From an optimization exercise on the open Yosys and OpenROAD flow, aimed at small area, a short achievable clock period and few clock cycles; shortcuts taken in it are not production practice. Function was checked by simulation only, so behaviour that the tests miss may differ from the original. Power figures rest on the tool's default switching activity, not on a simulated workload.

## config.mk

```make
export PLATFORM = sky130hd
export DESIGN_NAME = xcpu
export DESIGN_NICKNAME = xcpu
export VERILOG_FILES = /design/flow/design.v
export SDC_FILE = /design/flow/constraint.sdc
export NUM_CORES = 4
export LEC_CHECK = 0
export CAP_MARGIN = 30
export CORE_MARGIN = 2
export CORE_UTILIZATION = 35
export PLACE_DENSITY = 0.5
export SLEW_MARGIN = 30
```

## constraint.sdc

```tcl
create_clock -name core_clock -period 10.0 [get_ports {clk}]
set_input_delay 2.0000 -clock core_clock [delete_from_list [all_inputs] [get_ports {clk}]]
set_output_delay 2.0000 -clock core_clock [all_outputs]
set_load 0.01 [all_outputs]
```

## design.v

```verilog
module xcpu (
    input  logic        clk,
    input  logic        rst,         
    input  logic        start,
    output logic        busy,
    output logic        mem_req,
    output logic        mem_we,
    output logic [7:0]  mem_addr,
    output logic [31:0] mem_wdata,
    input  logic        mem_ready,
    input  logic [31:0] mem_rdata,
    output logic        out_valid,
    output logic [31:0] out_data,
    input  logic        out_ready,
    input  logic [3:0]  dbg_sel,
    output logic [31:0] dbg_data,
    output logic [7:0]  flags
);
    localparam int N = 256;
    localparam logic [3:0] R0  = 4'd0;
    localparam logic [3:0] XP  = 4'd8;
    localparam logic [3:0] IP  = 4'd9;
    localparam logic [3:0] SP  = 4'd10;
    localparam logic [3:0] RP  = 4'd11;
    localparam logic [3:0] EXP = 4'd12;
    localparam logic [3:0] EIP = 4'd13;
    localparam logic [4:0] OP_HALT = 5'd0,  OP_INT   = 5'd1,
                           OP_SET  = 5'd3,  OP_LOAD  = 5'd4,  OP_STORE = 5'd5,
                           OP_MOVE = 5'd6,  OP_PUSH  = 5'd7,  OP_POP   = 5'd8,
                           OP_INC  = 5'd9,  OP_DEC   = 5'd10, OP_CSTR  = 5'd11,
                           OP_TEST = 5'd12, OP_JUMP  = 5'd13, OP_JZ    = 5'd14,
                           OP_JNZ  = 5'd15, OP_JE    = 5'd16, OP_JNE   = 5'd17,
                           OP_CALL = 5'd18, OP_RET   = 5'd19, OP_SETTRAP = 5'd20,
                           OP_RAISE = 5'd21, OP_RESUME = 5'd22;
    typedef enum logic [3:0] {
        S_IDLE,        
        S_FETCH,       
        S_DECODE,      
        S_OPND,        
        S_EXEC,        
        S_MEM,         
        S_CSTR,        
        S_SVC,         
        S_EMIT_CHR,    
        S_PSTR_RD,     
        S_PSTR_EMIT,   
        S_PINT_CONV,   
        S_PINT_SIGN,   
        S_PINT_SKIP,   
        S_PINT_EMIT,   
        S_END          
    } state_t;
    state_t state;
    logic [13:0][31:0] rf;
    logic        f_halt, f_exc, f_zero, f_equal, f_greater, f_less, f_intr, f_invaddr;
    logic [31:0] intid;
    logic [31:0] opcode;
    logic [1:0]  n_opnd;       
    logic        opnd_idx;     
    logic [31:0] w1, w2;       
    logic [31:0] sptr;         
    logic [31:0] obuf;         
    logic        pint_neg;
    logic [31:0] pint_bin;
    logic [39:0] pint_bcd;
    logic [5:0]  pint_cnt;
    logic [3:0]  pint_dig;     
    function automatic logic valid_addr(input logic [31:0] a);
        valid_addr = (a[31] == 1'b0) && (a < N);
    endfunction
    function automatic logic valid_reg(input logic [31:0] k);
        valid_reg = (k[31] == 1'b0) && (k <= 32'd13);
    endfunction
    logic        op_known;
    logic [4:0]  op;
    logic [1:0]  op_nopnd;
    logic        op_r1, op_r2;   
    assign op_known = (opcode[31:5] == 27'd0) && (opcode[4:0] <= 5'd22);
    assign op       = opcode[4:0];
    always_comb begin
        op_nopnd = 2'd0;
        op_r1    = 1'b0;
        op_r2    = 1'b0;
        case (op)
            OP_INT:                              op_nopnd = 2'd1;
            OP_SET, OP_LOAD, OP_STORE:   begin   op_nopnd = 2'd2; op_r1 = 1'b1; end
            OP_MOVE, OP_TEST:            begin   op_nopnd = 2'd2; op_r1 = 1'b1; op_r2 = 1'b1; end
            OP_PUSH, OP_POP, OP_INC, OP_DEC: begin op_nopnd = 2'd1; op_r1 = 1'b1; end
            OP_JUMP, OP_JZ, OP_JNZ, OP_JE, OP_JNE, OP_CALL, OP_SETTRAP:
                                                 op_nopnd = 2'd1;
            default: ;
        endcase
    end
    logic [31:0] rd1, rd2;
    assign rd1 = rf[w1[3:0]];
    assign rd2 = rf[w2[3:0]];
    logic [31:0] data_addr;
    assign data_addr = (op == OP_LOAD || op == OP_STORE) ? w2 : rf[SP];
    logic        gw_en;
    logic [31:0] gw_val;
    always_comb begin
        gw_en  = 1'b0;
        gw_val = mem_rdata;
        if (state == S_EXEC) begin
            case (op)
                OP_SET:  begin gw_en = 1'b1; gw_val = w2;          end
                OP_MOVE: begin gw_en = 1'b1; gw_val = rd2;         end
                OP_INC:  begin gw_en = 1'b1; gw_val = rd1 + 32'd1; end
                OP_DEC:  begin gw_en = 1'b1; gw_val = rd1 - 32'd1; end
                default: ;
            endcase
        end else if (state == S_MEM) begin
            gw_en = (op == OP_LOAD || op == OP_POP) && valid_addr(data_addr) && mem_ready;
        end
    end
    logic [39:0] bcd_adj;
    always_comb begin
        for (int d = 0; d < 10; d++) begin
            bcd_adj[4*d +: 4] = (pint_bcd[4*d +: 4] >= 4'd5) ? pint_bcd[4*d +: 4] + 4'd3
                                                              : pint_bcd[4*d +: 4];
        end
    end
    logic [3:0] cur_digit;
    assign cur_digit = pint_bcd[4*pint_dig +: 4];
    always_comb begin
        mem_req   = 1'b0;
        mem_we    = 1'b0;
        mem_addr  = rf[XP][7:0];
        mem_wdata = rd1;
        case (state)
            S_FETCH, S_OPND, S_CSTR: mem_req = valid_addr(rf[XP]);
            S_MEM: begin
                mem_req  = valid_addr(data_addr);
                mem_we   = (op == OP_STORE) || (op == OP_PUSH);
                mem_addr = data_addr[7:0];
            end
            S_PSTR_RD: begin
                mem_req  = valid_addr(sptr);
                mem_addr = sptr[7:0];
            end
            default: ;
        endcase
    end
    always_comb begin
        out_valid = 1'b0;
        out_data  = obuf;
        case (state)
            S_EMIT_CHR, S_PSTR_EMIT: out_valid = 1'b1;
            S_PINT_SIGN: begin out_valid = 1'b1; out_data = 32'd45; end
            S_PINT_EMIT: begin out_valid = 1'b1; out_data = 32'd48 + {28'd0, cur_digit}; end
            default: ;
        endcase
    end
    assign busy  = (state != S_IDLE);
    assign flags = {f_invaddr, f_intr, f_less, f_greater, f_equal, f_zero, f_exc, f_halt};
    assign dbg_data = (dbg_sel <= 4'd13) ? rf[dbg_sel] : (dbg_sel == 4'd14) ? intid : 32'd0;
    always_ff @(posedge clk) begin
        if (rst) begin
            state     <= S_IDLE;
            rf        <= '0;
            f_halt    <= 1'b0;
            f_exc     <= 1'b0;
            f_zero    <= 1'b0;
            f_equal   <= 1'b0;
            f_greater <= 1'b0;
            f_less    <= 1'b0;
            f_intr    <= 1'b0;
            f_invaddr <= 1'b0;
            intid     <= '0;
            opcode    <= '0;
            n_opnd    <= '0;
            opnd_idx  <= 1'b0;
            w1        <= '0;
            w2        <= '0;
            sptr      <= '0;
            obuf      <= '0;
            pint_neg  <= 1'b0;
            pint_bin  <= '0;
            pint_bcd  <= '0;
            pint_cnt  <= '0;
            pint_dig  <= '0;
        end else begin
            for (int i = 0; i < 14; i++) begin
                if (gw_en && w1[3:0] == 4'(i)) rf[i] <= gw_val;
            end
            case (state)
                S_IDLE: begin
                    if (start) begin
                        f_halt  <= 1'b0;
                        rf[XP]  <= 32'd0;
                        rf[IP]  <= 32'd0;
                        rf[SP]  <= N - 1;
                        rf[RP]  <= 32'd0;
                        state   <= S_FETCH;
                    end
                end
                S_FETCH: begin
                    if (!valid_addr(rf[XP])) begin
                        f_invaddr <= 1'b1;
                        f_exc     <= 1'b1;
                        rf[IP]    <= rf[XP];
                        rf[EIP]   <= rf[XP];
                        rf[XP]    <= rf[EXP];
                        state     <= S_END;
                    end else if (mem_ready) begin
                        rf[IP]   <= rf[XP];
                        rf[XP]   <= rf[XP] + 32'd1;
                        opcode   <= mem_rdata;
                        state    <= S_DECODE;
                    end
                end
                S_DECODE: begin
                    if (!op_known) begin
                        f_exc   <= 1'b1;
                        rf[EIP] <= rf[IP];
                        rf[XP]  <= rf[EXP];
                        state   <= S_END;
                    end else if (op == OP_CSTR) begin
                        state <= S_CSTR;
                    end else begin
                        n_opnd   <= op_nopnd;
                        opnd_idx <= 1'b0;
                        state    <= (op_nopnd == 2'd0) ? S_EXEC : S_OPND;
                    end
                end
                S_OPND: begin
                    if (!valid_addr(rf[XP])) begin
                        f_invaddr <= 1'b1;
                        f_exc     <= 1'b1;
                        rf[EIP]   <= rf[IP];
                        rf[XP]    <= rf[EXP];
                        state     <= S_END;
                    end else if (mem_ready) begin
                        if (((opnd_idx == 1'b0) ? op_r1 : op_r2) && !valid_reg(mem_rdata)) begin
                            f_exc   <= 1'b1;
                            rf[EIP] <= rf[IP];
                            rf[XP]  <= rf[EXP];
                            state   <= S_END;
                        end else begin
                            rf[XP] <= rf[XP] + 32'd1;
                            if (opnd_idx == 1'b0) w1 <= mem_rdata;
                            else                  w2 <= mem_rdata;
                            if (n_opnd == 2'd2 && opnd_idx == 1'b0) opnd_idx <= 1'b1;
                            else                                    state    <= S_EXEC;
                        end
                    end
                end
                S_EXEC: begin
                    state <= S_END;
                    case (op)
                        OP_HALT: f_halt <= 1'b1;
                        OP_INT: begin
                            intid  <= w1;
                            f_intr <= 1'b1;
                            state  <= S_SVC;
                        end
                        OP_LOAD, OP_STORE, OP_PUSH: state <= S_MEM;
                        OP_POP: begin
                            rf[SP] <= rf[SP] + 32'd1;
                            state  <= S_MEM;
                        end
                        OP_TEST: begin
                            f_zero    <= (rd1 == 32'd0);
                            f_equal   <= (rd1 == rd2);
                            f_greater <= ($signed(rd1) > $signed(rd2));
                            f_less    <= ($signed(rd1) < $signed(rd2));
                        end
                        OP_JUMP: rf[XP] <= w1;
                        OP_JZ:   if (f_zero)   rf[XP] <= w1;
                        OP_JNZ:  if (!f_zero)  rf[XP] <= w1;
                        OP_JE:   if (f_equal)  rf[XP] <= w1;
                        OP_JNE:  if (!f_equal) rf[XP] <= w1;
                        OP_CALL: begin
                            rf[RP] <= rf[XP];
                            rf[XP] <= w1;
                        end
                        OP_RET:     rf[XP]  <= rf[RP];
                        OP_SETTRAP: rf[EXP] <= w1;
                        OP_RAISE: begin
                            f_exc   <= 1'b1;
                            rf[EIP] <= rf[IP];
                            rf[XP]  <= rf[EXP];
                        end
                        OP_RESUME: begin
                            f_exc  <= 1'b0;
                            rf[XP] <= rf[EIP];
                        end
                        default: ;   
                    endcase
                end
                S_MEM: begin
                    if (!valid_addr(data_addr)) begin
                        f_invaddr <= 1'b1;
                        f_exc     <= 1'b1;
                        rf[EIP]   <= rf[IP];
                        rf[XP]    <= rf[EXP];
                        state     <= S_END;
                    end else if (mem_ready) begin
                        if (op == OP_PUSH) rf[SP] <= rf[SP] - 32'd1;
                        state <= S_END;
                    end
                end
                S_CSTR: begin
                    if (!valid_addr(rf[XP])) begin
                        f_invaddr <= 1'b1;
                        f_exc     <= 1'b1;
                        rf[EIP]   <= rf[IP];
                        rf[XP]    <= rf[EXP];
                        state     <= S_END;
                    end else if (mem_ready) begin
                        rf[XP] <= rf[XP] + 32'd1;
                        if (mem_rdata == 32'd0) state <= S_END;
                    end
                end
                S_SVC: begin
                    case (intid)
                        32'd0: begin
                            pint_neg <= rf[R0][31];
                            pint_bin <= rf[R0][31] ? (32'd0 - rf[R0]) : rf[R0];
                            pint_bcd <= '0;
                            pint_cnt <= '0;
                            state    <= S_PINT_CONV;
                        end
                        32'd1: begin
                            obuf  <= rf[R0];
                            state <= S_EMIT_CHR;
                        end
                        32'd2: begin
                            sptr  <= rf[R0];
                            state <= S_PSTR_RD;
                        end
                        default: state <= S_END;   
                    endcase
                end
                S_EMIT_CHR: begin
                    if (out_ready) state <= S_END;
                end
                S_PSTR_RD: begin
                    if (!valid_addr(sptr)) begin
                        f_invaddr <= 1'b1;
                        f_exc     <= 1'b1;
                        rf[EIP]   <= rf[IP];
                        rf[XP]    <= rf[EXP];
                        state     <= S_END;
                    end else if (mem_ready) begin
                        if (mem_rdata == 32'd0) begin
                            state <= S_END;
                        end else begin
                            obuf  <= mem_rdata;
                            state <= S_PSTR_EMIT;
                        end
                    end
                end
                S_PSTR_EMIT: begin
                    if (out_ready) begin
                        sptr  <= sptr + 32'd1;
                        state <= S_PSTR_RD;
                    end
                end
                S_PINT_CONV: begin
                    {pint_bcd, pint_bin} <= {bcd_adj, pint_bin} << 1;
                    pint_cnt <= pint_cnt + 6'd1;
                    if (pint_cnt == 6'd31) begin
                        pint_dig <= 4'd9;
                        state    <= pint_neg ? S_PINT_SIGN : S_PINT_SKIP;
                    end
                end
                S_PINT_SIGN: begin
                    if (out_ready) state <= S_PINT_SKIP;
                end
                S_PINT_SKIP: begin
                    if (cur_digit == 4'd0 && pint_dig != 4'd0) pint_dig <= pint_dig - 4'd1;
                    else                                       state    <= S_PINT_EMIT;
                end
                S_PINT_EMIT: begin
                    if (out_ready) begin
                        if (pint_dig == 4'd0) state <= S_END;
                        else                  pint_dig <= pint_dig - 4'd1;
                    end
                end
                S_END: begin
                    f_intr <= 1'b0;
                    state  <= f_halt ? S_IDLE : S_FETCH;
                end
                default: state <= S_IDLE;
            endcase
        end
    end
endmodule
```

## run.sh

```bash
#!/bin/bash
# synth_recipe.tcl (not shown) runs the flow's synth.tcl, then flattens the netlist and writes it again
# the make line also repeats each setting of config.mk as NAME=value (left out here)
make -C /OpenROAD-flow-scripts/flow DESIGN_CONFIG=/design/flow/config.mk WORK_HOME=/design/flow/orfs CLKGATE_MAP_FILE= SYNTH_SCRIPT=/design/flow/synth_recipe.tcl finish
```

==> flow_metrics.tcl <==
set metrics [dict create \
    outcome "timing/DRC/antenna clean" \
    hold_ws_ns 0.458 \
    cp-startpoint "dbg_sel[2]" \
    grt-ovfl-total 0 \
    critPathMaxFanout 35 \
    maxCapViolCount 0 \
    startpoint_type "input port" \
    fmax_mhz 134 \
    boundaryPins 157 \
    layout-drive-gt1-share_pct 14.5 \
    gp_congestion 1.04 \
    portBuffers 156 \
    drtAntennaViolNets 0 \
    gr-usage-met3_pct 13.7 \
    busiest_layer "met2" \
    syn_area_mm2 0.0516 \
    worst_pin_slew_ns 1.20 \
    nets 6563 \
    synth-seq-cells 742 \
    yosysSeqAreaShare_pct 28.8 \
    ff2ff_path_depth 18 \
    synthToLayoutAreaGrowth_pct 14.8 \
    die_h_um 388 \
    cts_hold_buf 0 \
    synth_edf_count 0 \
    setup-tns-final_ns 0 \
    synthCells 6511 \
    reg2reg_from "w1[2]$_SDFFE_PP0P_" \
    cts_tree "built" \
    async_reset_ff_share_pct 0 \
    place_inst 8248 \
    first_global_vias 51800 \
    slowest_delay_ns 0.69 \
    die_w_um 388 \
    cts_sinks 742 \
    globalRouteMet1Util_pct 47.6 \
    worstPathArrival_ns 5.46 \
    leakagePower_nw 19.5 \
    via_per_inst 6.77 \
    cp-endpoint "dbg_data[2]" \
    combPwrFrac_pct 30.6 \
    peakVddDrop_uv 180 \
    finalCritPeriodShare_pct 74.6 \
    drcViolationCount 0 \
    skew_ns 0.0710 \
    endpoint_kind "output pin" \
    drt_iter0_drc 8318 \
    cts_setup_buffers 0 \
    p_sw_mw 4.01 \
    p_per_area_mw_per_mm2 172 \
    relSlewSlack_pct 19.9 \
    synth_area_per_cell_um2 7.93 \
    required_ns 8.00 \
    start_util_pct 35.3 \
    hold_viol_final 0 \
    clk_pin_slew_worst_paths_ns 0.06 \
    path_cells "clkdlybuf4s50_1, buf_4, nor2b_2, buf_4, a221oi_1, o21ai_1, buf_4, clkdlybuf4s50_1" \
    num_rows 140 \
    swShare_pct 39.3 \
    yosysWarnings 1 \
    pwr-share-clk_pct 37.9 \
    grtUsageTotal_pct 38.4 \
    grt_pass1_wl_mm 415 \
    met2_usage_pct 55.3 \
    die-area_mm2 0.151 \
    crit_type "in -> out" \
    postCtsResizedCells 0 \
    firstDrtPassIters 11 \
    setup_viol 0 \
    r2r_slack_ns 3.21 \
    hp-class "reg -> reg" \
    antenna_found_initial 19 \
    wl_per_cell_um 35.6 \
    cts_buffers 95 \
    p_int_mw 6.21 \
    route.vias.total 57091 \
    yosys_most_used_dff "dfxtp_1" \
    ctsRootBufferMaster "clkbuf_16" \
    grt_max_degree 108 \
    rsz0062_at_grt "false" \
    stdcell_count 8437 \
    finalMaxSlewViolations 0 \
    clk_path_buf_depth 3 \
    core_region_area_mm2 0.146 \
    crit_slowest_cell "nor2b_2" \
    r2r-end "rf[282]$_SDFF_PP0_" \
    dp_hpwl_mm 214 \
    clk-insertion-delay-late_ns 0.78 \
    crit_top_cell "buf_4" \
    p_seq_share_pct 31.6 \
    totalWireLength_mm 300 \
    htree_levels 3 \
    period_needed_ns 7.46 \
    synth_cell_types 101 \
    synth_nets 6642 \
]
cell usage in the layout (no fill, tap or decap), types with 50 or more instances in the layout:
| cell type | instances |
|---|---|
| nand3_1 | 132 |
| o22ai_1 | 50 |
| a22oi_1 | 57 |
| clkbuf_16 | 95 |
| mux2i_1 | 231 |
| clkdlybuf4s50_1 | 152 |
| nand2_1 | 1192 |
| dfxtp_1 | 735 |
| mux4_2 | 283 |
| a211oi_1 | 82 |
| nor2_1 | 599 |
| nor4_1 | 60 |
| a221oi_1 | 113 |
| a311oi_1 | 61 |
| ha_1 | 89 |
| buf_4 | 303 |
| nand4_1 | 52 |
| a222oi_1 | 64 |
| inv_1 | 73 |
| o21ai_0 | 339 |
| a21oi_1 | 695 |
| a31oi_1 | 53 |
| nor3_1 | 88 |
Yosys cell counts, types with 13 or more instances:
cell       count  area (um^2)
nand2_1     1199         4500
dfxtp_1      742        14900
a21oi_1      698         3490
nor2_1       621         2330
clkbuf_1     479         1800
o21ai_0      349         1750
mux4_2       283         6370
mux2i_1      231         2310
nand3_1      134          671
a221oi_1     117         1020
nor3_1        96          480
ha_1          89         1110
buf_2         88          440
a211oi_1      82          616
inv_1         73          274
a222oi_1      64          641
a311oi_1      61          534
nor4_1        61          382
a31oi_1       58          363
a22oi_1       57          428
nand4_1       52          325
o22ai_1       51          319
buf_1         48          180
a21o_1        46          345
and2_1        46          288
xor2_1        46          403
mux2_2        43          484
nand2b_1      39          244
xnor2_1       38          333
o211ai_1      27          203
o221ai_1      27          236
buf_4         26          195
nor2b_1       25          156
o31ai_1       25          188
o21a_1        24          180
and3_1        22          138
or3_1         21          131
a32oi_1       17          149
a31o_2        15          131
nand3b_1      15          113
a2bb2oi_1     14          123
a221o_1       13          130
a32o_1        13          130
flip-flops by register name (all words and copies together), names as in the netlist, 4 cells and up:
| name | count |
|---|---|
| rf | 448 |
| pint_bcd | 40 |
| intid | 32 |
| obuf | 32 |
| opcode | 32 |
| pint_bin | 32 |
| sptr | 32 |
| w1 | 32 |
| w2 | 32 |
| pint_cnt | 6 |
| pint_dig | 4 |
| state | 4 |
metrics by stage:
step / utilization, % / worst slack, ns / power, mW / cell area (um^2)
final: 40.6 / 2.54 / 10.2 / 59300
after global routing: 40.6 / 2.43 / 10.4 / 59300
after CTS: 40.5 / 2.69 / 10.0 / 59200
after detailed placement: 38.1 / 2.70 / 6.21 / 55700
after global placement: 38.0 / 2.52 / 6.18 / 55600
after floorplan: - / 4.15 / 4.87 / 51600
critical path: cells and delay by family:
| kind | cells | cell delay (ns) |
|---|---|---|
| buffers and inverters | 5 | 2.10 |
| and+or+nand+nor | 1 | 0.69 |
| AOI/OAI and AO/OA | 2 | 0.62 |
metal layers:
metal | wire length [um] | vias up
li1 | - | 23879
met1 | 112000 | 28020
met2 | 123000 | 4134
met3 | 38900 | 1046
met4 | 26600 | 12
met5 | 69 | -
worst min path at each step:
stage                                   start                       end  slack (ns)  cells after the start
floorplan           pint_bin[31]$_SDFFE_PP0P_  pint_bcd[0]$_SDFFE_PP0P_        0.43                      2
global placement    pint_bin[31]$_SDFFE_PP0P_  pint_bcd[0]$_SDFFE_PP0P_        0.45                      2
detailed placement  pint_bin[31]$_SDFFE_PP0P_  pint_bcd[0]$_SDFFE_PP0P_        0.45                      2
CTS                 pint_bin[31]$_SDFFE_PP0P_  pint_bcd[0]$_SDFFE_PP0P_        0.46                      2
global route        pint_bin[31]$_SDFFE_PP0P_  pint_bcd[0]$_SDFFE_PP0P_        0.49                      2
finish              pint_bin[31]$_SDFFE_PP0P_  pint_bcd[0]$_SDFFE_PP0P_        0.46                      2
cells by family (layout without fill, tap and decap cells):
family	after synthesis	in the layout	share of synthesized area, %
compound gates	1913	1913	24.0
xor+xnor	84	84	1.42
buf+inv	721	721	5.70
fa+ha+maj	92	92	2.23
flops	742	742	28.8
simple gates	2402	2402	20.2
mux	557	557	17.8
other cells	0	9	0
layout make-up:
cell class	instances	area, um^2
multi-input combinational	5048	34200
inverter	75	282
clock buffer	128	2720
tap	1917	2400
fill	15007	86800
antenna	9	22.5
sequential	742	14900
timing repair buffer	470	3980
clock inverter	48	753
power groups by stage:
| stage | Combinational (mW) | Sequential (mW) | Clock (mW) |
|---|---|---|---|
| after global placement | 2.91 | 3.28 | 0 |
| after detailed placement | 2.93 | 3.28 | 0 |
| final | 3.13 | 3.23 | 3.87 |
| after floorplan | 1.70 | 3.17 | 0 |
| after global routing | 3.19 | 3.23 | 4.00 |
| after CTS | 2.94 | 3.21 | 3.89 |
Testbench counts, summed over its fixed seeds: cycles 96,734.

## static timing again, ports no longer ideal
No port has a modelled driver above. Below, the same layout with a new extraction and two added sets of constraints. Step 1 (the two cells are an assumption about what drives the block):
set clk [get_ports {clk}]
set_driving_cell -lib_cell sky130_fd_sc_hd__clkbuf_16 $clk
set_driving_cell -lib_cell sky130_fd_sc_hd__buf_2 [delete_from_list [all_inputs] $clk]
Step 2, shift: input delay + t, output delay - t, t = (earliest + latest rising clock arrival at the registers) / 2. This alone moves slack from input paths to output paths. a / b / c = no drivers / after step 1 / after step 2; a / b = the first two.
shift t [ns]: 0.823
slack for setup (ns): 2.537 / 2.514 / 2.514
worst slew at a driven data input, ns: 0.05
After both steps this run still meets setup and hold. The setup slack of this run moves by -0.023 ns with the drivers and by -0.023 ns with both steps.
